From an optimization exercise on the open Yosys and OpenROAD flow, aimed at small area; shortcuts taken in it are not production practice.
Function was checked by simulation only, so behaviour that the tests miss may differ from the original.
Power is estimated from default activity; no workload was simulated.

$ cat design.v
module rxf_crc32_byte (
    input  wire [31:0] crc_in,
    input  wire [7:0]  data,
    output reg  [31:0] crc_out
);
    integer i;
    always @* begin
        crc_out = crc_in ^ {24'd0, data};
        for (i = 0; i < 8; i = i + 1) begin
            if (crc_out[0])
                crc_out = (crc_out >> 1) ^ 32'hEDB88320;
            else
                crc_out = crc_out >> 1;
        end
    end
endmodule
module intron_rx_framer (
    input  wire         clk,
    input  wire         rst,             
    input  wire         soft_reset,      
    input  wire [47:0]  intron_sess,     
    input  wire         rx_valid,
    input  wire [7:0]   rx_data,
    input  wire         alloc_ok,        
    input  wire         cas_valid,
    input  wire [3:0]   cas_old,
    input  wire [3:0]   cas_new,
    input  wire         activity_clr,    
    input  wire         query_valid,     
    input  wire [7:0]   query_idx,
    input  wire         ap_take,         
    output reg  [3:0]   mode,
    output reg          cas_ok,
    output reg          associated,
    output reg          activity,
    output reg          mac_valid,
    output reg  [47:0]  mac,
    output reg  [7:0]   ap_count,
    output reg          ap_valid,
    output reg  [7:0]   ap_index,
    output reg  [127:0] ap_info,
    output reg          pkt_start,
    output wire [15:0]  pkt_len,
    output reg          pkt_wr,
    output wire [7:0]   pkt_data,
    output reg          pkt_end,
    output reg          pkt_good,
    output reg          evt_valid,
    output reg  [2:0]   evt_code,
    output wire [7:0]   evt_type,
    output wire [15:0]  evt_size
);
    localparam [7:0]  INTRON0           = 8'h55;
    localparam [7:0]  INTRON1           = 8'h4E;
    localparam [7:0]  SUPPORTED_VERSION = 8'h0B;
    localparam [3:0] M_WAIT_INIT      = 4'd1;
    localparam [3:0] M_NEED_AP        = 4'd2;
    localparam [3:0] M_CONNECTING_AP  = 4'd3;
    localparam [3:0] M_RUNNING        = 4'd4;
    localparam [3:0] M_WRONG_FIRMWARE = 4'd6;
    localparam [2:0] E_CRC_MISMATCH   = 3'd1;
    localparam [2:0] E_OUT_OF_SYNC    = 3'd2;
    localparam [2:0] E_LENGTH_ERROR   = 3'd3;
    localparam [2:0] E_UNKNOWN_TYPE   = 3'd4;
    localparam [2:0] E_PROTOCOL_ERROR = 3'd5;
    reg         pay;         
    reg         disc;        
    reg [3:0]   pos;         
    reg [15:0]  cnt;         
    reg [31:0]  crc;
    reg [127:0] sbuf;        
    reg [7:0]   rtype;
    reg [7:0]   rvar;
    reg [31:0]  rcrc;
    reg         lq_valid;
    reg [7:0]   lq_idx;
    assign pkt_len  = cnt;
    assign evt_size = cnt;
    assign evt_type = rtype;
    assign pkt_data = sbuf[7:0];
    wire hdr  = !pay && pos[3];
    wire seek = !pay && !pos[3];
    wire t_dev  = (rtype == 8'h00);
    wire t_pkt  = (rtype == 8'h02);
    wire t_cnt  = (rtype == 8'h06);
    wire t_info = (rtype == 8'h07);
    wire t_inv  = (rtype == 8'h08);
    wire streaming = pay && !disc && t_pkt;
    wire [63:0] intron_all = {intron_sess, INTRON1, INTRON0};
    wire [7:0]  intron_exp = intron_all[8*pos[2:0] +: 8];
    wire        intron_hit = (rx_data == intron_exp);
    wire [31:0] crc_step;
    rxf_crc32_byte u_crc (
        .crc_in  (crc),
        .data    (rx_data),
        .crc_out (crc_step)
    );
    wire        crc_load = seek && (pos[2:1] == 2'b00);
    wire [31:0] crc_next = crc_load ? 32'hE88E2886 : crc_step;
    wire        crc_ok   = (~crc_step == rcrc);
    wire        ka_ok    = (~crc == {rcrc[23:0], rx_data});
    wire        cnt_zero = (cnt == 16'd0);
    wire        cnt_one  = (cnt == 16'd1);
    wire [16:0] skip_sum = {1'b0, cnt} + {14'd0, pos[2:0]} + {16'd0, (rx_data != INTRON0)};
    wire        size_ok = (t_dev  && cnt == 16'd6) ||
                          (t_cnt  && cnt == 16'd1) ||
                          (t_info && cnt == 16'd16);
    reg [3:0]   mode_c;
    reg [3:0]   mode_n;
    reg         link_set;
    always @(posedge clk) begin
        pkt_start <= 1'b0;
        pkt_wr    <= 1'b0;
        pkt_end   <= 1'b0;
        evt_valid <= 1'b0;
        cas_ok    <= 1'b0;
        if (activity_clr)
            activity <= 1'b0;
        if (ap_take)
            ap_valid <= 1'b0;
        if (query_valid) begin
            lq_valid <= 1'b1;
            lq_idx   <= query_idx;
        end
        mode_c = mode;
        if (cas_valid && !soft_reset && (mode == cas_old)) begin
            cas_ok <= 1'b1;
            mode_c = cas_new;
        end
        mode_n   = mode_c;
        link_set = 1'b0;
        if (rx_valid)
            sbuf <= {sbuf[119:0], rx_data};
        if (soft_reset) begin
            mode_n     = M_WAIT_INIT;
            associated <= 1'b0;
            pay        <= 1'b0;
            pos        <= 4'd0;
            cnt        <= 16'd0;
            if (streaming) begin
                pkt_end  <= 1'b1;
                pkt_good <= 1'b0;
            end
        end else if (rx_valid) begin
            if (!(hdr && pos[2]))
                crc <= crc_next;
            if (seek) begin
                if (intron_hit) begin
                    pos <= pos + 4'd1;
                    if (pos[2:0] == 3'd7 && !cnt_zero) begin
                        evt_valid <= 1'b1;
                        evt_code  <= E_OUT_OF_SYNC;
                    end
                end else begin
                    cnt <= skip_sum[16] ? 16'hFFFF : skip_sum[15:0];
                    pos <= {3'd0, (rx_data == INTRON0)};
                end
            end else if (hdr) begin
                pos <= pos + 4'd1;
                case (pos[2:0])
                    3'd0: rtype <= rx_data;
                    3'd1: rvar  <= rx_data;
                    3'd2, 3'd3: cnt <= {cnt[7:0], rx_data};
                    default: rcrc <= {rcrc[23:0], rx_data};
                endcase
                if (pos[2:0] == 3'd7) begin
                    pay  <= !cnt_zero;
                    disc <= !((t_pkt && alloc_ok) || size_ok);
                    if (t_inv) begin
                        evt_valid <= 1'b1;
                        evt_code  <= E_PROTOCOL_ERROR;
                    end else if (t_pkt) begin
                        if (cnt_zero) begin
                            if (ka_ok)
                                link_set = 1'b1;
                            else begin
                                evt_valid <= 1'b1;
                                evt_code  <= E_CRC_MISMATCH;
                            end
                        end else if (alloc_ok)
                            pkt_start <= 1'b1;
                    end else if (t_dev || t_cnt || t_info) begin
                        if (!size_ok) begin
                            evt_valid <= 1'b1;
                            evt_code  <= E_LENGTH_ERROR;
                        end
                    end else begin
                        evt_valid <= 1'b1;
                        evt_code  <= E_UNKNOWN_TYPE;
                    end
                end
            end else begin
                cnt <= cnt - 16'd1;
                if (!disc && t_pkt)
                    pkt_wr <= 1'b1;
                if (cnt_one) begin
                    pay <= 1'b0;
                    pos <= 4'd0;
                    if (!disc) begin
                        if (t_pkt) begin
                            pkt_end  <= 1'b1;
                            pkt_good <= crc_ok;
                        end
                        if (!crc_ok) begin
                            evt_valid <= 1'b1;
                            evt_code  <= E_CRC_MISMATCH;
                        end else if (t_pkt) begin
                            link_set = 1'b1;
                        end else if (t_dev) begin
                            if (rvar == SUPPORTED_VERSION) begin
                                mac_valid <= 1'b1;
                                mac <= {sbuf[39:0], rx_data};
                                if (mode_c == M_WAIT_INIT)
                                    mode_n = M_NEED_AP;
                            end else if (mode_c == M_WAIT_INIT)
                                mode_n = M_WRONG_FIRMWARE;
                        end else if (t_cnt) begin
                            ap_count <= rx_data;
                        end else begin
                            if (lq_valid && (rvar == lq_idx)) begin
                                ap_valid <= 1'b1;
                                ap_index <= lq_idx;
                                ap_info  <= {sbuf[119:0], rx_data};
                            end
                        end
                    end
                end
            end
        end
        if (link_set) begin
            activity   <= 1'b1;
            associated <= (rvar != 8'd0);
            if ((rvar != 8'd0) && (mode_c == M_NEED_AP || mode_c == M_CONNECTING_AP))
                mode_n = M_RUNNING;
        end
        mode <= mode_n;
        if (rst) begin
            pay        <= 1'b0;
            pos        <= 4'd0;
            cnt        <= 16'd0;
            mode       <= M_WAIT_INIT;
            cas_ok     <= 1'b0;
            associated <= 1'b0;
            activity   <= 1'b0;
            mac_valid  <= 1'b0;
            ap_count   <= 8'd0;
            ap_valid   <= 1'b0;
            lq_valid   <= 1'b0;
            pkt_start  <= 1'b0;
            pkt_wr     <= 1'b0;
            pkt_end    <= 1'b0;
            evt_valid  <= 1'b0;
        end
    end
endmodule
$ cat flow/run.sh
#!/bin/bash
# Standard ORFS layout with two changes to how the layout is made:
# - the port buffers that buffer_ports inserts are the smallest buffer
#   (buf_1) instead of the tool's default pick;
# - clock tree synthesis uses small clock buffers and no dummy loads.
# Everything else (synthesis, floorplan, power grid, taps, placement,
# repair, routing) is the standard flow, run by standard.sh.
set -euo pipefail
bash standard.sh \
  "BUFFER_PORTS_ARGS=-buffer_cell sky130_fd_sc_hd__buf_1" \
  "CTS_ARGS=-sink_clustering_enable -repair_clock_nets -dont_use_dummy_load -buf_list {sky130_fd_sc_hd__clkbuf_4 sky130_fd_sc_hd__clkbuf_8}" \
  finish > standard_flow.log 2>&1
$ cat standard.sh
#!/bin/bash
# synth_recipe.tcl (not shown) runs the flow's synth.tcl, then flattens the netlist and writes it again
# the make line also repeats each setting of config.mk as NAME=value (left out here)
make -C /OpenROAD-flow-scripts/flow DESIGN_CONFIG=/design/flow/config.mk WORK_HOME=/design/flow/orfs CLKGATE_MAP_FILE= SYNTH_SCRIPT=/design/flow/synth_recipe.tcl "${@:-finish}"
$ cat config.mk
export PLATFORM = sky130hd
export DESIGN_NAME = intron_rx_framer
export DESIGN_NICKNAME = intron_rx_framer
export VERILOG_FILES = /design/flow/design.v
export SDC_FILE = /design/flow/constraint.sdc
export NUM_CORES = 4
export LEC_CHECK = 0
export CAP_MARGIN = 20
export CORE_MARGIN = 2
export CORE_UTILIZATION = 40
export PLACE_DENSITY = 0.6
export SLEW_MARGIN = 20
$ cat constraint.sdc
create_clock -name core_clock -period 10.0 [get_ports {clk}]
set_input_delay 2.0000 -clock core_clock [delete_from_list [all_inputs] [get_ports {clk}]]
set_output_delay 2.0000 -clock core_clock [all_outputs]
set_load 0.01 [all_outputs]
==> metrics.md, run 1 <==
| Metric | Value |
|---|---|
| Synthesized instance count | `around 1,100` |
| Worst EP arrival | `~6.7 ns` |
| Clk pin slew, worst setup/hold paths | `approximately 0.05 ns` |
| Initial antenna violation count | `0` |
| Max Buffers Root-to-Sink | `3` |
| Clock power share | `between 30% and 40%` |
| Worst VDD drop | `78.79 uV` |
| Leak | `between 6 and 7 nW` |
| Setup TNS | `0 ns` |
| DRT Pass-1 Iters | `5` |
| Hold Worst Slack | `between 0.4 and 0.5 ns` |
| Slew @ Worst Pin | `0.9821 ns` |
| Final hold vios | `0` |
| RSZ-0062 raised after global routing | `false` |
| DP Wirelength | `around 29 mm` |
| Share of layout cells above drive strength 1 | `roughly a tenth` |
| Diodes inserted | `0` |
| FF+latch count, synth | `440` |
| Synth Net Count | `between 1,000 and 1,500` |
| Pwr dens | `~170 nW/um^2` |
| Post-route DRC | `0` |
| Die width | `~220 um` |
| Switching pwr | `0.7750 mW` |
| Num rows | `slightly below 80` |
| Status | `no timing/DRC/antenna violations` |
| Crit path max-delay family | `buffers and inverters` |
| Clk root buf | `clkbuf_8` |
| Crit. End Element | `flip-flop` |
| WP buf/inv | `3` |
| First-pass GRT wire length | `around 63 mm` |
| Post-synth EDFFs | `around 400` |
| Tmin final | `between 6 and 7 ns` |
| Reg2Reg Setup Slack | `5.09 ns` |
| Critical-path cell list | `buf_1 > xnor2_4 > xnor2_1 > xnor3_1 > mux2i_1 > a21oi_1 > nand4_1 > or4_4 > inv_6 > buf_4` |
| Placed cell count | `just over 2,000` |
| CORE AREA | `~44,000 sq um` |
| CP Launch Type | `primary input` |
| Starting Density | `40.52%` |
| Die area | `46,500 sq um` |
| CP Class | `in -> reg` |
| Crit path max fanout | `between 100 and 150` |
| Slowest cell on crit path | `buf_1` |
| Vias | `10,660` |
| Most common cell after layout, fill and taps aside | `edfxtp_1` |
| Comb power frac | `7.1%` |
| PortBufs | `around 340` |
| P&R area growth vs syn | `15.84%` |
| Via density | `around 5` |
| Unique masters post-synth | `between 70 and 80` |
| Max cap viols | `0` |
| GRT Residual Overflow | `0` |
| Critical Path RT | `about 10 ns` |
| Fin crit share | `approximately 65%` |
| Drt first-iter violations | `approximately 820` |
| Hold-fix buffers at CTS | `0` |
| Post-CTS sizing | `0` |
| TritonCTS clock tree | `done` |
| TritonCTS Buffers | `73` |
| Final ANT Viol Nets | `0` |
| Synth Cell Area | `about 18,000 sq um` |
| Die Y-Extent | `about 220 um` |
| HP Class | `reg -> reg` |
| Sw Share | `a little over a fifth` |
| I/O pin cnt | `between 300 and 400` |
| Mapped Avg Cell Area | `15.68 sq um` |
| Async S/R FF share, synth | `0%` |
| Final setup vio count | `0` |
| Synth Flop Type | `edfxtp_1` |
| Layout Cells excl Fill | `2,099` |
| Nets@finish | `roughly 1,600` |
| Total number of yosys warnings | `2` |
| Clock latency on the worst-skew pair | `0.61 ns` |
| Largest net degree at the start of global routing | `around 110` |
| GRT Total Usage | `around 18%` |
| Setup Skew | `a little under 0.06 ns` |
| Max Fclk | `approximately 150 MHz` |
| Post-CTS Setup Bufs | `0` |
| GP Congestion | `about 0.88` |
| P_int | `between 2 and 3 mW` |
| TritonCTS Sinks | `440` |
| Wire length per cell | `about 20 um` |
| Wirelength, routed | `~43 mm` |
| Max incr delay on CP | `~0.68 ns` |
| Most frequent cells in the layout | `edfxtp_1 (397), buf_1 (336), xnor2_1 (82)` |
| Fin. max-slew vios | `0` |
| Slew HR | `between 30% and 40%` |
| Seq/Total Area, Yosys | `just over 70%` |
| Reg power frac | `58.0%` |
| Vias in the first global route | `10,360` |
| H-tree lvl count | `3` |
-- cell type report --
class	instances	area [sq um]
clock buffer	73	1005
fill	3943	23470
inverter	16	65.06
multi-input combinational	621	4743
sequential	440	12780
tap	592	740.7
timing repair buffer	357	1419
-- registers in the layout, summed over array words and instances (netlist names), 3 cells and up --
signal    count
mac          48
lq_idx        8
sbuf        120
cnt          16
rvar          8
ap_info     128
crc          32
mode          4
rtype         8
ap_count      8
rcrc         32
evt_code      3
pos           4
ap_index      8
-- cells by family (layout without fill, tap and decap cells) --
family	Yosys count	in the layout	synth area share (%)
AO/OA/AOI/OAI	108	108	4.120
XOR/XNOR	146	146	9.218
adder cells (fa/ha/maj)	13	13	0.9916
buffers and inverters	82	446	2.339
flip-flops	440	440	71.34
multiplexers	39	39	2.765
AND/OR/NAND/NOR	315	315	9.225
-- synth_stat cells (all sizes together) (3+ instances only) --
master	number	area, sq um
a21o	4	30.03
nand2b	7	43.79
and2	12	75.07
nand3b	3	22.52
nor4	13	108.9
mux2i	27	270.3
or3	12	75.07
buf	39	257.7
nand3	27	135.1
o31ai	4	57.55
a22oi	5	37.54
a21oi	32	163.9
a31oi	11	68.82
nor4b	3	32.53
nor2	76	301.5
o21a	3	22.52
inv	15	56.31
xor2	37	324.1
mux2	4	45.04
dfxtp	43	860.8
and3	4	25.02
o21ai	17	85.08
xnor2	91	920.9
nand4b	3	26.28
o22ai	3	18.77
ha	11	137.6
nand4	9	62.56
clkbuf	27	101.4
or4	3	26.27
a211oi	5	42.54
o2111ai	9	78.83
nor3	31	155.2
nand2	72	272.8
nor2b	13	81.33
edfxtp	397	11920
or2	14	87.58
mux4	8	180.2
xnor3	17	382.9
nor4bb	3	30.03
-- metrics by stage --
step	area, sq um	setup WS, ns	util [%]	total power [mW]
3_5_place_dp	19750	2.867	44.66	2.364
6_report	20750	3.507	46.93	3.576
4_1_cts	20750	3.495	46.93	3.623
5_1_grt	20750	3.219	46.93	3.723
3_3_place_gp	19750	2.947	44.66	2.362
2_1_floorplan	17920	2.373	-	2.278
-- worst register-to-register path: stages (launching register included) --
cell and delay [ns]:
edfxtp_1 0.45, xnor2_4 0.49, inv_1 0.16, ha_1 0.35, xnor3_1 0.40, mux2i_1 0.14
a211oi_2 0.29, nand4_1 0.29, or4_4 0.63, inv_6 0.63, buf_4 0.68
-- power by group through the flow --
stage	Combinational, mW	Clock [mW]	Sequential (mW)
2_1_floorplan	0.181	0	2.10
3_3_place_gp	0.254	0	2.11
3_5_place_dp	0.254	0	2.11
4_1_cts	0.256	1.29	2.07
5_1_grt	0.276	1.37	2.08
6_report	0.254	1.25	2.07
-- layer usage --
layer  routed length, um  part of all wire, %  vias up  global-route usage [%]
li1                    -                    -     4925                       -
met1               18740                   44     5229                   24.44
met2               20470                   48      436                   29.00
met3                2652                  6.2       67                   3.524
met4                 942                  2.2        0                   6.207
met5                   0                    0        -                       0
-- worst paths after layout --
kind | from | end | cells past startpoint
hold / removal | sbuf[119] | ap_info[127] | 0
hold reg to reg | sbuf[119] | ap_info[127] | 0
setup reg to reg | crc[1] | ap_info[5] | 10
setup / recovery | rx_data[3] | ap_info[5] | 10
==> inputs of run 2 (changes only) <==
==> run.sh (new file) <==
#!/bin/bash
# synth_recipe.tcl (not shown) runs the flow's synth.tcl, then flattens the netlist and writes it again
# the make line also repeats each setting of config.mk as NAME=value (left out here)
make -C /OpenROAD-flow-scripts/flow DESIGN_CONFIG=/design/flow/config.mk WORK_HOME=/design/flow/orfs CLKGATE_MAP_FILE= SYNTH_SCRIPT=/design/flow/synth_recipe.tcl finish
removed: flow/run.sh
removed: standard.sh
==> run 2 against run 1 <==
Compared with the run above:
- synthesized cell count is the same
- synthesized area is the same
- setup slack gained 0.032 ns
- fmax grew 0.49%
- cell count grew 0.19%
- register-to-register slack gained 0.37 ns
- critical path type unchanged
- largest power group unchanged
==> metrics.md, run 2 <==
| Metric | Value |
|---|---|
| CP Launch Type | `primary input (unchanged)` |
| Reg2Reg Setup Slack | `5.46 ns (was 5.09 ns)` |
| Wire length per cell | `20.84 um (was 20.39 um)` |
| Largest registers | `ap_info (128), sbuf (120), mac (48) (unchanged)` |
| Post-synth EDFFs | `397 (unchanged)` |
| TritonCTS clock tree | `done (unchanged)` |
| Hold_sp | `sbuf[114] (was sbuf[119])` |
| GP Congestion | `0.8960 (was 0.8824)` |
| PortBufs | `337 (unchanged)` |
| Register Area | `12,780 sq um (unchanged)` |
| Synth Net Count | `1,237 (unchanged)` |
| Max reg flops | `128 (unchanged)` |
| R2R Path Start | `crc[1] (unchanged)` |
| Starting Density | `40.52% (unchanged)` |
| CP Class | `in -> reg (unchanged)` |
| Final hold vios | `0 (unchanged)` |
| Top Layer Used | `met4 (unchanged)` |
| Die Y-Extent | `215.6 um (unchanged)` |
| Final core occ | `52.76% (was 46.93%)` |
| First-pass GRT wire length | `65.88 mm (was 63.14 mm)` |
| Drt first-iter violations | `934 (was 824)` |
| Post-synth top cells | `edfxtp_1 (397), xnor2_1 (82), nor2_1 (75) (unchanged)` |
| Ranking of synthesized cells by area | `edfxtp_1 (67%), dfxtp_1 (4.8%), xnor2_1 (4.0%) (unchanged)` |
| GRT Total Usage | `18.55% (was 17.99%)` |
| Post-CTS sizing | `0 (unchanged)` |
| Power, Total | `4.024 mW (was 3.576 mW)` |
| Most common cell in the netlist | `edfxtp_1 (unchanged)` |
| Post-route DRC | `0 (unchanged)` |
| Met1 WL | `19.12 mm (was 18.74 mm)` |
| Hold path cells | `0 (unchanged)` |
| Max Buffers Root-to-Sink | `3 (unchanged)` |
| Slew HR | `40.49% (was 34.53%)` |
| FF+latch count, synth | `440 (unchanged)` |
| CORE AREA | `44,220 sq um (unchanged)` |
| HP Class | `reg -> reg (unchanged)` |
| Top-area cell type share of the netlist area | `66.54% (unchanged)` |
| TritonCTS Buffers | `44 (was 73)` |
| R2r worst-path depth | `10 (unchanged)` |
| Final setup vio count | `0 (unchanged)` |
| Critical Path RT | `10.22 ns (was 10.21 ns)` |
| Max cap viols | `0 (unchanged)` |
| Num rows | `77 (unchanged)` |
| Tmin final | `6.461 ns (was 6.493 ns)` |
| Synth Flop Type | `edfxtp_1 (unchanged)` |
| Most common cell after layout, fill and taps aside | `edfxtp_1 (unchanged)` |
| Async S/R FF share, synth | `0% (unchanged)` |
| P&R area growth vs syn | `30.22% (was 15.84%)` |
| Setup TNS | `0 ns (unchanged)` |
| Area of the multi-input gates | `4743 sq um (unchanged)` |
| Die width | `215.6 um (unchanged)` |
| I/O pin cnt | `338 (unchanged)` |
| Seq/Total Area, Yosys | `71.34% (unchanged)` |
| Most frequent cells in the layout | `edfxtp_1 (397), clkdlybuf4s50_1 (336), xnor2_1 (82) (was edfxtp_1 (397), buf_1 (336), xnor2_1 (82))` |
| Crit Reg-Reg Endpoint | `ap_info[124] (was ap_info[5])` |
| DRT Pass-1 Iters | `5 (unchanged)` |
| Wire length on met2 | `20.57 mm (was 20.47 mm)` |
| Metal3 WL | `3.015 mm (was 2.652 mm)` |
| Wirelength, routed | `43.83 mm (was 42.81 mm)` |
| Final ANT Viol Nets | `0 (unchanged)` |
| Mapped Avg Cell Area | `15.68 sq um (unchanged)` |
| Post-CTS Setup Bufs | `0 (unchanged)` |
| Hold Worst Slack | `0.4180 ns (was 0.4175 ns)` |
| Worst EP arrival | `6.68 ns (was 6.70 ns)` |
| Die area | `46,500 sq um (unchanged)` |
| Largest net degree at the start of global routing | `84 (was 108)` |
| Vias in the first global route | `10,730 (was 10,360)` |
| RSZ-0062 raised after global routing | `false (unchanged)` |
| Total number of yosys warnings | `2 (unchanged)` |
| Max Fclk | `154.8 MHz (was 154.0 MHz)` |
| Worst hold path endpoint | `ap_info[122] (was ap_info[127])` |
| GRT Residual Overflow | `0 (unchanged)` |
| Crit path max fanout | `83 (was 107)` |
| Vias | `10,620 (was 10,660)` |
| Clock latency on the worst-skew pair | `0.56 ns (was 0.61 ns)` |
| Crit. End Element | `flip-flop (unchanged)` |
| Synthesized instance count | `1,143 (unchanged)` |
| Pwr dens | `172.5 nW/um^2 (was 172.3 nW/um^2)` |
| Unique masters post-synth | `78 (unchanged)` |
| Setup ws final | `3.539 ns (was 3.507 ns)` |
| Fin crit share | `64.61% (was 64.93%)` |
| Leak | `7.874 nW (was 6.793 nW)` |
| Nets@finish | `1,571 (was 1,603)` |
| Clk root buf | `clkbuf_16 (was clkbuf_8)` |
| TritonCTS Sinks | `440 (unchanged)` |
| H-tree lvl count | `2 (was 3)` |
| Clk pin slew, worst setup/hold paths | `0.06 ns (was 0.05 ns)` |
| Diodes inserted | `0 (unchanged)` |
| Via density | `5.051 (was 5.077)` |
| Fin. max-slew vios | `0 (unchanged)` |
| Status | `no timing/DRC/antenna violations (unchanged)` |
| Initial antenna violation count | `0 (unchanged)` |
| Hold-fix buffers at CTS | `0 (unchanged)` |
| Slew @ Worst Pin | `0.8899 ns (was 0.9821 ns)` |
| Share of layout cells above drive strength 1 | `9.332% (was 9.954%)` |
| Setup Skew | `0.02438 ns (was 0.05771 ns)` |
| Most flops, register | `ap_info (unchanged)` |
| Worst VDD drop | `130.2 uV (was 78.79 uV)` |
| Yosys top cell by area | `edfxtp_1 (unchanged)` |
| Pre-CTS setup slack | `2.987 ns (was 2.867 ns)` |
| FILL cells | `3,644 (was 3,943)` |
| DP Wirelength | `30.82 mm (was 29.25 mm)` |
| Synth Cell Area | `17,920 sq um (unchanged)` |
## run 2: routing by layer
layer	GRT usage, %	up-vias
met5	0	-
li1	-	4911
met3	3.890	74
met1	25.50	5205
met2	29.81	432
met4	5.494	0
## run 2: worst max-delay path by stage
stage                     from            to  slack (ns)  cells past startpoint
finish              rx_data[3]  ap_info[124]        3.54                     10
global route        rx_data[3]  ap_info[124]        3.23                     10
CTS                 rx_data[3]  ap_info[124]        3.46                     10
detailed placement  rx_data[3]  ap_info[124]        2.99                     10
global placement    rx_data[3]  ap_info[100]        2.98                     10
floorplan           rx_data[1]   ap_index[0]        2.37                     10
## run 2: power by group
part | total [mW] | switching [mW] | internal, mW
registers | 2.07 | 0.0254 | 2.04
logic | 0.279 | 0.144 | 0.136
clock network | 1.68 | 0.682 | 0.993
## run 2: layout make-up
type	instances	share of cell area [%]
Clock buffer	52	4.982
Clock inverter	28	1.384
Inverter	16	0.2789
Multi-Input combinational cell	621	20.33
Sequential cell	440	54.79
Tap cell	592	3.175
Timing Repair Buffer	354	15.06
## run 2: worst max-delay path, stage by stage
cell and delay [ns]:
clkdlybuf4s50_1 1.02, xnor2_4 0.32, xnor2_1 0.61, xnor3_1 0.48, mux2i_1 0.14, a21oi_1 0.20
nand4_1 0.29, or4_4 0.64, inv_6 0.54, buf_12 0.36
## run 2: kinds of logic (layout without fill, tap and decap cells)
group / Yosys count / count (layout) / share of synthesized area, %
mux: 39 / 39 / 2.765
flops: 440 / 440 / 71.34
buf+inv: 82 / 450 / 2.339
compound gates: 108 / 108 / 4.120
xor+xnor: 146 / 146 / 9.218
simple gates: 315 / 315 / 9.225
fa+ha+maj: 13 / 13 / 0.9916
## run 2: metrics by stage
| step | cell area [sq um] | std cells |
|---|---|---|
| CTS | 23330 | 2103 |
| floorplan | 17920 | 1143 |
| finish | 23330 | 2103 |
| global route | 23330 | 2103 |
| global placement | 21850 | 2023 |
| detailed placement | 21850 | 2023 |
==> inputs of run 3 (changes only) <==
--- a/design.v
+++ b/design.v
@@ -70,6 +70,6 @@
     reg [31:0]  crc;
     reg [127:0] sbuf;        
-    reg [7:0]   rtype;
-    reg [7:0]   rvar;
+    reg [2:0]   ty;          
+    reg         vnz;         
     reg [31:0]  rcrc;
     reg         lq_valid;
@@ -77,14 +77,18 @@
     assign pkt_len  = cnt;
     assign evt_size = cnt;
-    assign evt_type = rtype;
+    assign evt_type = {sbuf[15:11] & {5{evt_code[2]}}, ty};
     assign pkt_data = sbuf[7:0];
     wire hdr  = !pay && pos[3];
     wire seek = !pay && !pos[3];
-    wire t_dev  = (rtype == 8'h00);
-    wire t_pkt  = (rtype == 8'h02);
-    wire t_cnt  = (rtype == 8'h06);
-    wire t_info = (rtype == 8'h07);
-    wire t_inv  = (rtype == 8'h08);
-    wire streaming = pay && !disc && t_pkt;
+    wire [7:0] h_type = sbuf[15:8];
+    wire t_dev  = (h_type == 8'h00);
+    wire t_pkt  = (h_type == 8'h02);
+    wire t_cnt  = (h_type == 8'h06);
+    wire t_info = (h_type == 8'h07);
+    wire t_inv  = (h_type == 8'h08);
+    wire p_dev  = (ty == 3'b000);
+    wire p_pkt  = (ty == 3'b010);
+    wire p_cnt  = (ty == 3'b110);
+    wire streaming = pay && !disc && p_pkt;
     wire [63:0] intron_all = {intron_sess, INTRON1, INTRON0};
     wire [7:0]  intron_exp = intron_all[8*pos[2:0] +: 8];
@@ -130,5 +134,5 @@
         mode_n   = mode_c;
         link_set = 1'b0;
-        if (rx_valid)
+        if (rx_valid && !(hdr && pos[2:1] != 2'b00))
             sbuf <= {sbuf[119:0], rx_data};
         if (soft_reset) begin
@@ -159,6 +163,6 @@
                 pos <= pos + 4'd1;
                 case (pos[2:0])
-                    3'd0: rtype <= rx_data;
-                    3'd1: rvar  <= rx_data;
+                    3'd0: ty  <= rx_data[2:0];
+                    3'd1: vnz <= (rx_data != 8'd0);
                     3'd2, 3'd3: cnt <= {cnt[7:0], rx_data};
                     default: rcrc <= {rcrc[23:0], rx_data};
@@ -192,5 +196,5 @@
             end else begin
                 cnt <= cnt - 16'd1;
-                if (!disc && t_pkt)
+                if (!disc && p_pkt)
                     pkt_wr <= 1'b1;
                 if (cnt_one) begin
@@ -198,5 +202,5 @@
                     pos <= 4'd0;
                     if (!disc) begin
-                        if (t_pkt) begin
+                        if (p_pkt) begin
                             pkt_end  <= 1'b1;
                             pkt_good <= crc_ok;
@@ -205,8 +209,8 @@
                             evt_valid <= 1'b1;
                             evt_code  <= E_CRC_MISMATCH;
-                        end else if (t_pkt) begin
+                        end else if (p_pkt) begin
                             link_set = 1'b1;
-                        end else if (t_dev) begin
-                            if (rvar == SUPPORTED_VERSION) begin
+                        end else if (p_dev) begin
+                            if (sbuf[47:40] == SUPPORTED_VERSION) begin
                                 mac_valid <= 1'b1;
                                 mac <= {sbuf[39:0], rx_data};
@@ -215,8 +219,8 @@
                             end else if (mode_c == M_WAIT_INIT)
                                 mode_n = M_WRONG_FIRMWARE;
-                        end else if (t_cnt) begin
+                        end else if (p_cnt) begin
                             ap_count <= rx_data;
                         end else begin
-                            if (lq_valid && (rvar == lq_idx)) begin
+                            if (lq_valid && (sbuf[127:120] == lq_idx)) begin
                                 ap_valid <= 1'b1;
                                 ap_index <= lq_idx;
@@ -230,6 +234,6 @@
         if (link_set) begin
             activity   <= 1'b1;
-            associated <= (rvar != 8'd0);
-            if ((rvar != 8'd0) && (mode_c == M_NEED_AP || mode_c == M_CONNECTING_AP))
+            associated <= vnz;
+            if (vnz && (mode_c == M_NEED_AP || mode_c == M_CONNECTING_AP))
                 mode_n = M_RUNNING;
         end
==> flow/run.sh (new file) <==
#!/bin/bash
# Standard ORFS layout with two changes to how the layout is made:
# - the port buffers that buffer_ports inserts are the smallest buffer
#   (buf_1) instead of the tool's default pick;
# - clock tree synthesis uses clkbuf_4 in small sink clusters and no
#   dummy loads.
# Everything else (synthesis, floorplan, power grid, taps, placement,
# repair, routing) is the standard flow, run by standard.sh; its full
# output goes to standard_flow.log and ORFS's own logs under orfs/logs.
set -euo pipefail
bash standard.sh \
  "BUFFER_PORTS_ARGS=-buffer_cell sky130_fd_sc_hd__buf_1" \
  "CTS_ARGS=-sink_clustering_enable -repair_clock_nets -dont_use_dummy_load -buf_list {sky130_fd_sc_hd__clkbuf_4} -sink_clustering_size 10 -sink_clustering_max_diameter 50" \
  finish > standard_flow.log 2>&1
==> standard.sh (new file) <==
#!/bin/bash
# synth_recipe.tcl (not shown) runs the flow's synth.tcl, then flattens the netlist and writes it again
# the make line also repeats each setting of config.mk as NAME=value (left out here)
make -C /OpenROAD-flow-scripts/flow DESIGN_CONFIG=/design/flow/config.mk WORK_HOME=/design/flow/orfs CLKGATE_MAP_FILE= SYNTH_SCRIPT=/design/flow/synth_recipe.tcl "${@:-finish}"
removed: run.sh
==> run 3 against run 2 <==
Compared with the run above:
- still clean on timing, DRC and antenna
- sequential share of layout area is 7.7 points higher
- cell area is 13% lower
- die area hardly changed
- clock skew is 0.11 ns higher
- critical path depth is 3 higher
- setup slack better by 0.016 ns
- global-route usage is 1.8 points higher
==> metrics.md, run 3 <==
| Metric | Value |
|---|---|
| Setup Skew | `0.1363 ns (was 0.02438 ns)` |
| Die Y-Extent | `215.7 um (was 215.6 um)` |
| Async S/R FF share, synth | `0% (unchanged)` |
| Vias in the first global route | `10,720 (was 10,730)` |
| DP Wirelength | `34.09 mm (was 30.82 mm)` |
| GRT Total Usage | `20.31% (was 18.55%)` |
| Post-route DRC | `0 (unchanged)` |
| Most common cell in the netlist | `edfxtp_1 (unchanged)` |
| Pwr dens | `153.5 nW/um^2 (was 172.5 nW/um^2)` |
| Sw Share | `23.18% (was 21.16%)` |
| Via density | `5.228 (was 5.051)` |
| Hold-fix buffers at CTS | `0 (unchanged)` |
| Max Buffers Root-to-Sink | `3 (unchanged)` |
| Reg power frac | `66.0% (was 51.4%)` |
| Final setup vio count | `0 (unchanged)` |
| Clock power share | `26.0% (was 41.6%)` |
| Switching pwr | `0.7206 mW (was 0.8512 mW)` |
| Die width | `215.7 um (was 215.6 um)` |
| Reg2Reg Setup Slack | `4.58 ns (was 5.46 ns)` |
| RSZ-0062 raised after global routing | `false (unchanged)` |
| Synth Flop Type | `edfxtp_1 (unchanged)` |
| CORE AREA | `44,220 sq um (unchanged)` |
| Starting Density | `40.53% (was 40.52%)` |
| Wirelength, routed | `47.91 mm (was 43.83 mm)` |
| CP Class | `in -> reg (unchanged)` |
| FILL cells | `3,994 (was 3,644)` |
| Post-CTS Setup Bufs | `0 (unchanged)` |
| FF+latch count, synth | `436 (was 440)` |
| Slew @ Worst Pin | `1.072 ns (was 0.8899 ns)` |
| Final hold vios | `0 (unchanged)` |
| Mapped Avg Cell Area | `15.32 sq um (was 15.68 sq um)` |
| Share of layout cells above drive strength 1 | `8.410% (was 9.332%)` |
| Comb power frac | `8.0% (was 6.9%)` |
| Leak | `6.466 nW (was 7.874 nW)` |
| Nets@finish | `1,620 (was 1,571)` |
| Crit path max fanout | `98 (was 83)` |
| Fin crit share | `64.45% (was 64.61%)` |
| Unique masters post-synth | `71 (was 78)` |
| Wire length per cell | `22.63 um (was 20.84 um)` |
| Die area | `46,520 sq um (was 46,500 sq um)` |
| I/O pin cnt | `338 (unchanged)` |
| Yosys top cell by area | `edfxtp_1 (unchanged)` |
| R2R Path Start | `crc[1] (unchanged)` |
| Setup TNS | `0 ns (unchanged)` |
| Initial antenna violation count | `4 (was 0)` |
| Fin. max-slew vios | `0 (unchanged)` |
| Power, Total | `3.109 mW (was 4.024 mW)` |
| Met2 GRT Util | `32.54% (was 29.81%)` |
| CP Launch Type | `primary input (unchanged)` |
| Max cap viols | `0 (unchanged)` |
| GP Congestion | `0.8787 (was 0.8960)` |
| Setup ws final | `3.555 ns (was 3.539 ns)` |
| Vias | `11,070 (was 10,620)` |
| Clk root buf | `clkbuf_4 (was clkbuf_16)` |
| H-tree lvl count | `2 (unchanged)` |
| Largest registers | `ap_info (128), sbuf (128), mac (48) (was ap_info (128), sbuf (120), mac (48))` |
| Slew HR | `28.35% (was 40.49%)` |
| Status | `no timing/DRC/antenna violations (unchanged)` |
| R2r worst-path depth | `11 (was 10)` |
| CP endpoint | `ap_info[101] (was ap_info[124])` |
| P&R area growth vs syn | `12.97% (was 30.22%)` |
| Worst EP arrival | `6.86 ns (was 6.68 ns)` |
| Synth Cell Area | `17,920 sq um (about the same)` |
| Num rows | `77 (unchanged)` |
| Final core occ | `45.79% (was 52.76%)` |
| Drt first-iter violations | `962 (was 934)` |
| Post-synth EDFFs | `393 (was 397)` |
| Area of the multi-input gates | `4877 sq um (was 4743 sq um)` |
| Ranking of synthesized cells by area | `edfxtp_1 (66%), dfxtp_1 (4.8%), xnor2_1 (4.5%) (was edfxtp_1 (67%), dfxtp_1 (4.8%), xnor2_1 (4.0%))` |
| Final ANT Viol Nets | `0 (unchanged)` |
| Critical Path RT | `10.41 ns (was 10.22 ns)` |
| TritonCTS Sinks | `436 (was 440)` |
| HP Class | `reg -> reg (unchanged)` |
| Worst VDD drop | `66.50 uV (was 130.2 uV)` |
| TritonCTS clock tree | `done (unchanged)` |
| TritonCTS Buffers | `57 (was 44)` |
| Critical Path Source | `rx_data[1] (was rx_data[3])` |
| Most common cell after layout, fill and taps aside | `edfxtp_1 (unchanged)` |
| Pre-CTS setup slack | `2.735 ns (was 2.987 ns)` |
| GRT met3 Usage | `4.806% (was 3.890%)` |
| Synth Net Count | `1,266 (was 1,237)` |
| Clock latency on the worst-skew pair | `0.81 ns (was 0.56 ns)` |
| Clk pin slew, worst setup/hold paths | `0.10 ns (was 0.06 ns)` |
| Crit. End Element | `flip-flop (unchanged)` |
| Top-area cell type share of the netlist area | `65.84% (was 66.54%)` |
| Hold path cells | `0 (unchanged)` |
| Top Usage Layer GRT | `met2 (unchanged)` |
| DRT Pass-1 Iters | `5 (unchanged)` |
| Post-CTS sizing | `0 (unchanged)` |
| Max Fclk | `155.2 MHz (was 154.8 MHz)` |
| P_int | `2.388 mW (was 3.172 mW)` |
| Met1 Use GR | `27.43% (was 25.50%)` |
| Post-synth top cells | `edfxtp_1 (393), xnor2_1 (93), nand2_1 (73) (was edfxtp_1 (397), xnor2_1 (82), nor2_1 (75))` |
| PortBufs | `337 (unchanged)` |
| Total number of yosys warnings | `2 (unchanged)` |
| Register Area | `12,660 sq um (was 12,780 sq um)` |
| First-pass GRT wire length | `69.91 mm (was 65.88 mm)` |
| Crit Reg-Reg Endpoint | `ap_info[101] (was ap_info[124])` |
| Largest net degree at the start of global routing | `129 (was 84)` |
| Hold Worst Slack | `0.4293 ns (was 0.4180 ns)` |
| Seq/Total Area, Yosys | `70.65% (was 71.34%)` |
| Tmin final | `6.445 ns (was 6.461 ns)` |
| Most frequent cells in the layout | `edfxtp_1 (393), buf_1 (337), xnor2_1 (93) (was edfxtp_1 (397), clkdlybuf4s50_1 (336), xnor2_1 (82))` |
| GRT Residual Overflow | `0 (unchanged)` |
| Synthesized instance count | `1,170 (was 1,143)` |
==> run 3: logic make-up after synthesis <==
logic type	count (synthesis)	synth area share, %
AO/OA/AOI/OAI	129	4.726
AND/OR/NAND/NOR	313	8.991
adder cells (fa/ha/maj)	15	1.131
XOR/XNOR	153	9.389
flip-flops	436	70.65
buffers and inverters	85	2.332
multiplexers	39	2.785
==> run 3: through the flow <==
| stage | cell area [sq um] | cells |
|---|---|---|
| global route | 20250 | 2117 |
| detailed placement | 19810 | 2057 |
| floorplan | 17920 | 1170 |
| global placement | 19810 | 2057 |
| finish | 20250 | 2117 |
| CTS | 20240 | 2114 |
==> run 3: layer usage <==
metal	share of wire, %	up-vias	routed length [um]
met2	48	475	22780
met5	0.023	-	11
li1	-	5045	-
met4	2.3	2	1087
met3	7.6	70	3654
met1	43	5475	20380
==> run 3: power groups by stage <==
stage               clock [mW]  combinational (mW)  sequential [mW]
finish                   0.809               0.247             2.05
global route             0.910               0.268             2.06
CTS                      0.845               0.248             2.05
detailed placement           0               0.246             2.09
global placement             0               0.246             2.09
floorplan                    0               0.177             2.09
==> run 3: area by class of cell <==
class                   count  area share, %
well taps                 592          3.658
repair buffers            360          7.162
diodes                      3        0.03708
clock buffers              57          2.113
multi-input cells         649          24.09
flip-flops and latches    436          62.53
inverters                  20         0.4078
==> run 3: worst min path at each step <==
stage | start | to | slack [ns]
final | rcrc[18] | rcrc[26] | 0.43
after global routing | rcrc[18] | rcrc[26] | 0.44
after CTS | rcrc[18] | rcrc[26] | 0.43
after detailed placement | sbuf[48] | ap_info[56] | 0.43
after global placement | sbuf[94] | sbuf[102] | 0.42
after floorplan | sbuf[92] | ap_info[100] | 0.42
==> run 3: critical path: stages <==
cell and delay [ns]:
buf_1 0.07, buf_4 0.21, xnor2_1 0.72, inv_1 0.10, ha_1 0.31, xnor3_1 0.42
xnor2_1 0.15, nor4_1 0.40, o2111ai_4 0.24, nor4_1 0.55, nand3_1 0.28, inv_6 0.75
buf_4 0.58
==> inputs of run 4 (changes only) <==
==> flow/run.sh (replaced) <==
#!/bin/bash
# Standard ORFS layout (the standard.sh) with these changes to how the
# layout is made:
# - synthesis maps the logic with an area-oriented ABC script
#   (flow/synth_area.tcl, flow/area.abc); registers are unchanged;
# - the port buffers that buffer_ports inserts are the smallest buffer
#   (buf_1) instead of the tool's default pick;
# - clock tree synthesis uses clkbuf_4 in small sink clusters and no
#   dummy loads.
# Floorplan, power grid, taps, placement, repair and routing are the standard flow's
# standard flow. make's full output goes to standard_flow.log, and ORFS
# keeps each tool's log under orfs/logs.
set -euo pipefail
export FLOW_SYNTH_TCL="$PWD/synth_recipe.tcl"
export AREA_ABC_SCRIPT="$PWD/flow/area.abc"
bash standard.sh \
  "SYNTH_SCRIPT=$PWD/flow/synth_area.tcl" \
  "BUFFER_PORTS_ARGS=-buffer_cell sky130_fd_sc_hd__buf_1" \
  "CTS_ARGS=-sink_clustering_enable -repair_clock_nets -dont_use_dummy_load -buf_list {sky130_fd_sc_hd__clkbuf_4} -sink_clustering_size 10 -sink_clustering_max_diameter 50" \
  finish > standard_flow.log 2>&1
==> flow/area.abc (new file) <==
strash
&get -n
&st
&dch
&nf -a
&put
topo
dnsize
==> flow/synth_area.tcl (new file) <==
# The standard flow's synthesis script (synth_recipe.tcl in the work folder) with one
# change: the combinational logic is mapped with an area-oriented ABC
# script (area.abc beside this file) instead of ORFS's speed script. The
# registers, and so their names and cells, come out as in the standard
# synthesis; ABC only maps the logic between them.
proc abc {args} {
  set i [lsearch -exact $args -script]
  if {$i >= 0} {
    lset args [expr {$i + 1}] $::env(AREA_ABC_SCRIPT)
  }
  set j [lsearch -exact $args -D]
  if {$j >= 0} {
    lset args [expr {$j + 1}] 10000
  }
  yosys abc {*}$args
}
source $::env(FLOW_SYNTH_TCL)
==> run 4 against run 3 <==
Compared with the run above:
- still clean on timing, DRC and antenna
- highest routed layer is now met4
- global-route usage shrank 0.87 points
- critical path type unchanged
- first-iteration DRC count shrank 4.6%
- synthesized cell count shrank 8.5%
==> metrics.md, run 4 <==
| Metric | Value |
|---|---|
| Initial antenna violation count | `2 (was 4)` |
| Max Buffers Root-to-Sink | `3 (unchanged)` |
| FILL cells | `3,880 (was 3,994)` |
| GP Congestion | `0.8893 (was 0.8787)` |
| Fin. max-slew vios | `0 (unchanged)` |
| Mapped Avg Cell Area | `16.11 sq um (was 15.32 sq um)` |
| Post-CTS sizing | `0 (unchanged)` |
| Largest registers | `ap_info (128), sbuf (128), mac (48) (unchanged)` |
| Critical-path cell list | `buf_1 > xnor2_1 > buf_4 > xnor2_2 > xnor2_1 > o22ai_1 > a2111oi_0 > nand4_1 > or4_1 > nor2_4 > buf_12 > buf_12 (was buf_1 > buf_4 > xnor2_1 > inv_1 > ha_1 > xnor3_1 > xnor2_1 > nor4_1 > o2111ai_4 > nor4_1 > nand3_1 > inv_6 > buf_4)` |
| Hold Worst Slack | `0.3771 ns (was 0.4293 ns)` |
| Pwr dens | `165.3 nW/um^2 (was 153.5 nW/um^2)` |
| Async S/R FF share, synth | `0% (unchanged)` |
| Slew HR | `25.90% (was 28.35%)` |
| Vias in the first global route | `10,230 (was 10,720)` |
| CORE AREA | `42,790 sq um (was 44,220 sq um)` |
| Setup TNS | `0 ns (unchanged)` |
| Yosys top cell by area | `edfxtp_1 (unchanged)` |
| Clk root buf | `clkbuf_4 (unchanged)` |
| TritonCTS Buffers | `55 (was 57)` |
| Die Y-Extent | `211.7 um (was 215.7 um)` |
| Share of layout cells above drive strength 1 | `6.812% (was 8.410%)` |
| Ranking of synthesized cells by area | `edfxtp_1 (68%), dfxtp_1 (5.0%), xnor2_1 (4.6%) (was edfxtp_1 (66%), dfxtp_1 (4.8%), xnor2_1 (4.5%))` |
| Critical Path RT | `10.32 ns (was 10.41 ns)` |
| Fin crit share | `62.83% (was 64.45%)` |
| DRT Pass-1 Iters | `5 (unchanged)` |
| Slowest cell on crit path | `or4_1 (was inv_6)` |
| Total number of yosys warnings | `2 (unchanged)` |
| Pre-CTS setup slack | `2.616 ns (was 2.735 ns)` |
| Max Fclk | `159.2 MHz (was 155.2 MHz)` |
| Placed cell count | `1,958 (was 2,057)` |
| First-pass GRT wire length | `64.47 mm (was 69.91 mm)` |
| P&R area growth vs syn | `14.38% (was 12.97%)` |
| Clk pin slew, worst setup/hold paths | `0.11 ns (was 0.10 ns)` |
| Status | `no timing/DRC/antenna violations (unchanged)` |
| Most common cell in the netlist | `edfxtp_1 (unchanged)` |
| DP Wirelength | `30.99 mm (was 34.09 mm)` |
| Final setup vio count | `0 (unchanged)` |
| Most common cell after layout, fill and taps aside | `edfxtp_1 (unchanged)` |
| Top-area cell type share of the netlist area | `68.42% (was 65.84%)` |
| Die width | `211.7 um (was 215.7 um)` |
| Starting Density | `40.31% (was 40.53%)` |
| Largest net degree at the start of global routing | `68 (was 129)` |
| Tmin final | `6.283 ns (was 6.445 ns)` |
| HP Class | `reg -> reg (unchanged)` |
| Vias | `10,490 (was 11,070)` |
| Wirelength, routed | `44.28 mm (was 47.91 mm)` |
| TritonCTS Sinks | `436 (unchanged)` |
| Post-CTS Setup Bufs | `0 (unchanged)` |
| I/O pin cnt | `338 (unchanged)` |
| TritonCTS clock tree | `done (unchanged)` |
| Most frequent cells in the layout | `edfxtp_1 (393), buf_1 (337), xnor2_1 (90) (was edfxtp_1 (393), buf_1 (337), xnor2_1 (93))` |
| RSZ-0062 raised after global routing | `false (unchanged)` |
| Num rows | `76 (was 77)` |
| Seq/Total Area, Yosys | `73.41% (was 70.65%)` |
| Drt first-iter violations | `918 (was 962)` |
| Unique masters post-synth | `51 (was 71)` |
| Worst VDD drop | `89.58 uV (was 66.50 uV)` |
| Post-synth top cells | `edfxtp_1 (393), xnor2_1 (91), a21oi_1 (64) (was edfxtp_1 (393), xnor2_1 (93), nand2_1 (73))` |
| Final hold vios | `0 (unchanged)` |
| Post-route DRC | `0 (unchanged)` |
| Max cap viols | `0 (unchanged)` |
| Max incr delay on CP | `0.81 ns (was 0.75 ns)` |
| Post-synth EDFFs | `393 (unchanged)` |
| H-tree lvl count | `2 (unchanged)` |
| GRT Residual Overflow | `0 (unchanged)` |
| Setup Skew | `0.1613 ns (was 0.1363 ns)` |
| Synth Cell Area | `17,250 sq um (was 17,920 sq um)` |
| Worst EP arrival | `6.61 ns (was 6.86 ns)` |
| Layout Cells excl Fill | `2,016 (was 2,117)` |
| Final core occ | `46.11% (was 45.79%)` |
| GRT Total Usage | `19.45% (was 20.31%)` |
| Crit path max fanout | `58 (was 98)` |
| Hold-fix buffers at CTS | `0 (unchanged)` |
| Crit. End Element | `flip-flop (unchanged)` |
| Clock latency on the worst-skew pair | `0.82 ns (was 0.81 ns)` |
| Leak | `6.354 nW (was 6.466 nW)` |
| Synth Flop Type | `edfxtp_1 (unchanged)` |
| Slew @ Worst Pin | `1.105 ns (was 1.072 ns)` |
| Die area | `44,800 sq um (was 46,520 sq um)` |
| Setup ws final | `3.717 ns (was 3.555 ns)` |
| CP Launch Type | `primary input (unchanged)` |
| CP Class | `in -> reg (unchanged)` |
| FF+latch count, synth | `436 (unchanged)` |
| Via density | `5.204 (was 5.228)` |
| Final ANT Viol Nets | `0 (unchanged)` |
| PortBufs | `337 (unchanged)` |
| Nets@finish | `1,566 (was 1,620)` |
| Synthesized instance count | `1,071 (was 1,170)` |
| Wire length per cell | `21.96 um (was 22.63 um)` |
| Synth Net Count | `1,167 (was 1,266)` |
run 4: changes by cell type after synthesis, sizes merged, moves of 8 or more:
cell and delta:
or3 -13, nand2 -26, nor3 +11, xnor2 -9, inv -20, a31oi -8
clkinv +18, mux2i -16, clkbuf -36, a221oi +15, a21oi +30, nor4 -10
run 4: layout make-up:
type,count,area [sq um],area share (%)
tap,546,683.2,3.462
inverter,18,67.56,0.3424
antenna,2,5.005,0.02537
clock buffer,55,412.9,2.093
sequential,436,12660,64.18
multi-input combinational,593,4392,22.26
timing repair buffer,366,1508,7.642
run 4: final timing paths:
check             cells after the start  slack, ns           to        from
setup / recovery                     12       3.72   ap_info[3]  rx_data[1]
hold / removal                        0       0.38  ap_info[30]    sbuf[22]
setup reg to reg                     11       4.93   ap_info[3]      crc[1]
hold reg to reg                       0       0.38  ap_info[30]    sbuf[22]
run 4: stage by stage:
| step | total power, mW | cell area [sq um] |
|---|---|---|
| after global placement | 2.503 | 19290 |
| after floorplan | 2.387 | 17260 |
| after CTS | 3.303 | 19710 |
| final | 3.261 | 19730 |
| after global routing | 3.409 | 19730 |
| after detailed placement | 2.504 | 19290 |
run 4: where the power goes:
| part | total [mW] | switching, mW | internal (mW) |
|---|---|---|---|
| clock | 0.796 | 0.545 | 0.251 |
| sequential | 2.08 | 0.0435 | 2.04 |
| combinational | 0.384 | 0.206 | 0.178 |
run 4: cell families (layout without fill, tap and decap cells):
family / after synthesis / in the layout / share of synthesized area [%]
DFF: 436 / 436 / 73.41
and+or+nand+nor: 261 / 261 / 7.849
xor gates and xnor gates: 153 / 153 / 9.524
AOI/OAI and AO/OA: 148 / 148 / 5.099
buffers and inverters: 42 / 439 / 1.436
muxes: 16 / 16 / 1.509
adders and majority gates: 15 / 15 / 1.175
other: 0 / 2 / 0
run 4: per-layer routing:
metal | global-route usage (%) | part of all wire (%) | up-vias
li1 | - | - | 4865
met1 | 27.16 | 44 | 5144
met2 | 30.54 | 47 | 396
met3 | 3.946 | 6.7 | 86
met4 | 6.508 | 2.7 | 0
met5 | 0 | 0 | -
run 4: worst max-delay path: cells and delay by family:
family | cells | cell delay, ns
xor+xnor | 3 | 1.13
compound gates | 2 | 0.76
simple gates | 3 | 1.46
buf+inv | 4 | 1.15
==> inputs of run 5 (changes only) <==
--- a/design.v
+++ b/design.v
@@ -68,4 +68,5 @@
     reg [3:0]   pos;         
     reg [15:0]  cnt;         
+    reg         neg;         
     reg [31:0]  crc;
     reg [127:0] sbuf;        
@@ -76,5 +77,5 @@
     reg [7:0]   lq_idx;
     assign pkt_len  = cnt;
-    assign evt_size = cnt;
+    assign evt_size = cnt & {16{!neg}};
     assign evt_type = {sbuf[15:11] & {5{evt_code[2]}}, ty};
     assign pkt_data = sbuf[7:0];
@@ -106,5 +107,17 @@
     wire        cnt_zero = (cnt == 16'd0);
     wire        cnt_one  = (cnt == 16'd1);
-    wire [16:0] skip_sum = {1'b0, cnt} + {14'd0, pos[2:0]} + {16'd0, (rx_data != INTRON0)};
+    wire        up = !pay;
+    wire [16:0] tgl;
+    assign tgl[0] = 1'b1;
+    genvar gi;
+    generate
+        for (gi = 0; gi < 16; gi = gi + 1) begin : g_tgl
+            assign tgl[gi+1] = tgl[gi] & (cnt[gi] ~^ up);
+        end
+    endgenerate
+    wire [15:0] cnt_step = cnt ^ tgl[15:0];
+    wire        neg_step = neg ^ tgl[16];
+    wire        cnt_sat  = !neg && tgl[16];
+    wire        skip_nz  = !(neg && tgl[16]);
     wire        size_ok = (t_dev  && cnt == 16'd6) ||
                           (t_cnt  && cnt == 16'd1) ||
@@ -141,5 +154,6 @@
             pay        <= 1'b0;
             pos        <= 4'd0;
-            cnt        <= 16'd0;
+            cnt        <= 16'hFFF8;
+            neg        <= 1'b1;
             if (streaming) begin
                 pkt_end  <= 1'b1;
@@ -150,12 +164,15 @@
                 crc <= crc_next;
             if (seek) begin
+                if (!cnt_sat) begin
+                    cnt <= cnt_step;
+                    neg <= neg_step;
+                end
                 if (intron_hit) begin
                     pos <= pos + 4'd1;
-                    if (pos[2:0] == 3'd7 && !cnt_zero) begin
+                    if (pos[2:0] == 3'd7 && skip_nz) begin
                         evt_valid <= 1'b1;
                         evt_code  <= E_OUT_OF_SYNC;
                     end
                 end else begin
-                    cnt <= skip_sum[16] ? 16'hFFFF : skip_sum[15:0];
                     pos <= {3'd0, (rx_data == INTRON0)};
                 end
@@ -170,4 +187,8 @@
                 if (pos[2:0] == 3'd7) begin
                     pay  <= !cnt_zero;
+                    if (cnt_zero) begin
+                        cnt <= 16'hFFF8;
+                        neg <= 1'b1;
+                    end
                     disc <= !((t_pkt && alloc_ok) || size_ok);
                     if (t_inv) begin
@@ -195,5 +216,5 @@
                 end
             end else begin
-                cnt <= cnt - 16'd1;
+                cnt <= cnt_step;
                 if (!disc && p_pkt)
                     pkt_wr <= 1'b1;
@@ -201,4 +222,6 @@
                     pay <= 1'b0;
                     pos <= 4'd0;
+                    cnt <= 16'hFFF8;
+                    neg <= 1'b1;
                     if (!disc) begin
                         if (p_pkt) begin
@@ -242,5 +265,6 @@
             pay        <= 1'b0;
             pos        <= 4'd0;
-            cnt        <= 16'd0;
+            cnt        <= 16'hFFF8;
+            neg        <= 1'b1;
             mode       <= M_WAIT_INIT;
             cas_ok     <= 1'b0;
==> run 5 against run 4 <==
Compared with the run above:
- still clean on timing, DRC and antenna
- clock power decreased by 1%
- worst hold slack improved by 0.069 ns
- fmax decreased by 5.7%
- cell area about the same
- cell count increased by 1.9%
- non-clock buffer count decreased by 7
- register-to-register slack got worse by 0.40 ns
- synthesized area decreased by 0.21%
- combinational power decreased by 27%
- largest cell class unchanged
==> metrics.md, run 5 <==
| Metric | Value |
|---|---|
| Via density | `5.269 (was 5.204)` |
| Die Y-Extent | `211.4 um (was 211.7 um)` |
| DRT Pass-1 Iters | `5 (unchanged)` |
| CP Launch Type | `primary input (unchanged)` |
| Async S/R FF share, synth | `0% (unchanged)` |
| Mapped Avg Cell Area | `15.59 sq um (was 16.11 sq um)` |
| Final Instance Area | `19,720 sq um (was 19,730 sq um)` |
| Synth Net Count | `1,194 (was 1,167)` |
| R2r worst-path depth | `9 (was 11)` |
| Clk pin slew, worst setup/hold paths | `0.10 ns (was 0.11 ns)` |
| Max Buffers Root-to-Sink | `3 (unchanged)` |
| Slew HR | `31.75% (was 25.90%)` |
| Setup Skew | `0.08148 ns (was 0.1613 ns)` |
| HP Class | `reg -> reg (unchanged)` |
| Drt first-iter violations | `838 (was 918)` |
| PortBufs | `337 (unchanged)` |
| Die area | `44,710 sq um (was 44,800 sq um)` |
| Critical-path cell list | `buf_1 > buf_4 > xor2_1 > xor2_1 > o22ai_1 > a221oi_1 > o2111ai_1 > nor4_1 > nand4_1 > nor4_4 > buf_12 (was buf_1 > xnor2_1 > buf_4 > xnor2_2 > xnor2_1 > o22ai_1 > a2111oi_0 > nand4_1 > or4_1 > nor2_4 > buf_12 > buf_12)` |
| Yosys top cell by area | `edfxtp_1 (unchanged)` |
| Worst VDD drop | `55.42 uV (was 89.58 uV)` |
| Compound-Gate Fraction of Synth Area | `5.314% (was 5.099%)` |
| Adder-cell share of the synthesized area | `0.6542% (was 1.175%)` |
| TritonCTS Buffers | `53 (was 55)` |
| Slowest cell on crit path | `xor2_1 (was or4_1)` |
| I/O pin cnt | `338 (unchanged)` |
| Num rows | `76 (unchanged)` |
| Crit path max-delay family | `simple AND/OR/NAND/NOR gates (unchanged)` |
| FILL cells | `3,912 (was 3,880)` |
| Worst EP arrival | `7.02 ns (was 6.61 ns)` |
| Synthesized instance count | `1,104 (was 1,071)` |
| Hold path cells | `0 (unchanged)` |
| Nets@finish | `1,600 (was 1,566)` |
| TritonCTS clock tree | `done (unchanged)` |
| Share of layout cells above drive strength 1 | `6.034% (was 6.812%)` |
| Ranking of synthesized cells by area | `edfxtp_1 (69%), dfxtp_1 (5.1%), xnor2_1 (4.3%) (was edfxtp_1 (68%), dfxtp_1 (5.0%), xnor2_1 (4.6%))` |
| Status | `no timing/DRC/antenna violations (unchanged)` |
| Max cap viols | `0 (unchanged)` |
| Hold-fix buffers at CTS | `0 (unchanged)` |
| FF+latch count, synth | `437 (was 436)` |
| Pwr dens | `158.8 nW/um^2 (was 165.3 nW/um^2)` |
| TritonCTS Sinks | `437 (was 436)` |
| CP endpoint | `ap_info[5] (was ap_info[3])` |
| RSZ-0062 raised after global routing | `false (unchanged)` |
| Seq/Total Area, Yosys | `73.68% (was 73.41%)` |
| Critical Path RT | `10.35 ns (was 10.32 ns)` |
| Clock latency on the worst-skew pair | `0.80 ns (was 0.82 ns)` |
| GRT Residual Overflow | `0 (unchanged)` |
| Slew @ Worst Pin | `1.024 ns (was 1.105 ns)` |
| Placed Area | `19,320 sq um (was 19,290 sq um)` |
| Fin. max-slew vios | `0 (unchanged)` |
| CORE AREA | `42,790 sq um (unchanged)` |
| Clk root buf | `clkbuf_4 (unchanged)` |
| Post-synth EDFFs | `393 (unchanged)` |
| Setup TNS | `0 ns (unchanged)` |
| Wire length per cell | `21.72 um (was 21.96 um)` |
| CP Class | `in -> reg (unchanged)` |
| H-tree lvl count | `2 (unchanged)` |
| Final hold vios | `0 (unchanged)` |
| Vias | `10,830 (was 10,490)` |
| Unique masters post-synth | `50 (was 51)` |
| GRT Total Usage | `19.58% (was 19.45%)` |
| Post-CTS Setup Bufs | `0 (unchanged)` |
| First-pass GRT wire length | `65.08 mm (was 64.47 mm)` |
| Final ANT Viol Nets | `0 (unchanged)` |
| Most frequent cells in the layout | `edfxtp_1 (393), buf_1 (337), xnor2_1 (85) (was edfxtp_1 (393), buf_1 (337), xnor2_1 (90))` |
| Synth Cell Area | `17,210 sq um (was 17,250 sq um)` |
| P&R area growth vs syn | `14.59% (was 14.38%)` |
| Critical Path Source | `rx_data[4] (was rx_data[1])` |
| Most common cell after layout, fill and taps aside | `edfxtp_1 (unchanged)` |
| Largest registers | `ap_info (128), sbuf (128), mac (48) (unchanged)` |
| Main combinational cell family by area after synthesis | `simple AND/OR/NAND/NOR gates (was XOR/XNOR gates)` |
| DP Wirelength | `31.15 mm (was 30.99 mm)` |
| GP Congestion | `0.9088 (was 0.8893)` |
| Fin crit share | `66.63% (was 62.83%)` |
| Post-CTS sizing | `0 (unchanged)` |
| Final setup vio count | `0 (unchanged)` |
| Initial antenna violation count | `1 (was 2)` |
| Post-route DRC | `0 (unchanged)` |
| Xor/xnor share of the synthesized area | `7.989% (was 9.524%)` |
| Die width | `211.4 um (was 211.7 um)` |
| Leak | `6.325 nW (was 6.354 nW)` |
| Synth Flop Type | `edfxtp_1 (unchanged)` |
| Top cell by count, worst path | `xor2_1` |
| Wirelength, routed | `44.64 mm (was 44.28 mm)` |
| WP depth | `11 (was 12)` |
| Vias in the first global route | `10,620 (was 10,230)` |
| Crit. End Element | `flip-flop (unchanged)` |
| Post-synthesis mux area share | `2.646% (was 1.509%)` |
| Crit path max fanout | `136 (was 58)` |
| Most common cell in the netlist | `edfxtp_1 (unchanged)` |
| WP buf/inv | `3 (was 4)` |
| Post-synth top cells | `edfxtp_1 (393), xnor2_1 (85), nand2_1 (69), nor2_1 (69), a21oi_1 (60) (was edfxtp_1 (393), xnor2_1 (91), a21oi_1 (64))` |
| Max Fclk | `150.1 MHz (was 159.2 MHz)` |
| Max incr delay on CP | `0.84 ns (was 0.81 ns)` |
| R2R Path Start | `crc[4] (was crc[1])` |
| Total number of yosys warnings | `2 (unchanged)` |
| Starting Density | `40.23% (was 40.31%)` |
| Top-area cell type share of the netlist area | `68.56% (was 68.42%)` |
| Crit Reg-Reg Endpoint | `ap_info[5] (was ap_info[3])` |
| Simple-gate share of the synthesized area | `8.890% (was 7.849%)` |
| Reg2Reg Setup Slack | `4.53 ns (was 4.93 ns)` |
| Largest net degree at the start of global routing | `137 (was 68)` |
| Tmin final | `6.663 ns (was 6.283 ns)` |
## run 5: changes by cell type after synthesis, sizes merged, moves of 5 or more
cell    change
nand2      +22
nor2b      +20
buf        -16
mux2i      +15
nor4       +15
a221oi     -13
nand4       -8
nor2        +8
xnor3       -8
xnor2       -6
a211oi      +5
## run 5: worst min path at each step
stage | end | start
after floorplan | ap_info[100] | sbuf[92]
final | mac[30] | sbuf[22]
after detailed placement | ap_info[64] | sbuf[56]
after CTS | mac[30] | sbuf[22]
after global placement | ap_info[67] | sbuf[59]
after global routing | mac[46] | sbuf[38]
## run 5: cell families after synthesis
group / after synthesis
AND/OR/NAND/NOR: 305
multiplexers: 35
XOR/XNOR: 135
adder cells (fa/ha/maj): 9
flip-flops: 437
buffers and inverters: 30
AO/OA/AOI/OAI: 153
## run 5: power breakdown
group	internal [mW]	switching, mW	total, mW
logic	0.123	0.158	0.281
clock network	0.243	0.544	0.787
registers	2.03	0.0334	2.06
total	2.40	0.735	3.13
## run 5: layer usage
metal / vias up / track usage [%] / share of wire, %
met3: 66 / 4.332 / 7.2
met2: 421 / 31.56 / 47
met4: 0 / 5.901 / 2.0
met5: - / 0 / 0
li1: 4993 / - / -
met1: 5347 / 26.63 / 44
## run 5: cell type report
cell class | instances | area, sq um | share of cell area, %
multi-input combinational | 637 | 4433 | 22.48
timing repair buffer | 359 | 1443 | 7.314
antenna | 1 | 2.502 | 0.01269
clock buffer | 53 | 397.9 | 2.017
tap | 546 | 683.2 | 3.464
sequential | 437 | 12680 | 64.30
inverter | 22 | 82.58 | 0.4187
## run 5: worst register-to-register path: stages, from the launching register on
cell	delay, ns
edfxtp_1	0.38
xor2_1	0.65
xor2_1	0.84
o22ai_1	0.13
a221oi_1	0.43
o2111ai_1	0.23
nor4_1	0.36
nand4_1	0.74
nor4_4	0.55
buf_12	0.40
## run 5: per-stage QoR
step	setup slack (ns)	hold slack [ns]	util (%)	std cells	power [mW]
after floorplan	-0.01066	0.4215	-	1104	2.290
after CTS	3.575	0.4444	46.09	2054	3.176
after global routing	3.101	0.4590	46.09	2055	3.263
after global placement	2.780	0.4237	45.16	2001	2.386
final	3.338	0.4464	46.09	2055	3.131
after detailed placement	2.690	0.4305	45.16	2001	2.387

==> re-timing with driven ports <==
The flow's constraints put no driver on any port. The routed layouts listed below were extracted and timed again, unchanged, in two steps. Step 1, drivers: a clkbuf_16 drives clk and a buf_2 each remaining input, both assumed. Step 2, shift: input delay + t, output delay - t, t = (earliest + latest rising clock arrival at the registers) / 2. This alone moves slack from input paths to output paths. Slacks: ideal ports / drivers / drivers and shift; pairs: ideal ports / drivers.
run	shift t [ns]	slack for setup (ns)	worst slew at a driven data input, ns
run 1	0.633	3.507 / 3.522 / 2.888	0.05
run 2	0.601	3.539 / 3.562 / 2.961	0.06
run 3	0.797	3.555 / 3.586 / 2.788	0.08
run 4	0.791	3.717 / 3.747 / 2.956	0.06
run 5	0.817	3.338 / 3.365 / 2.548	0.04
After both steps setup and hold are still met in every run listed. The setup slack of run 5, which loses most, moves by +0.027 ns with the drivers and by -0.790 ns with both steps.
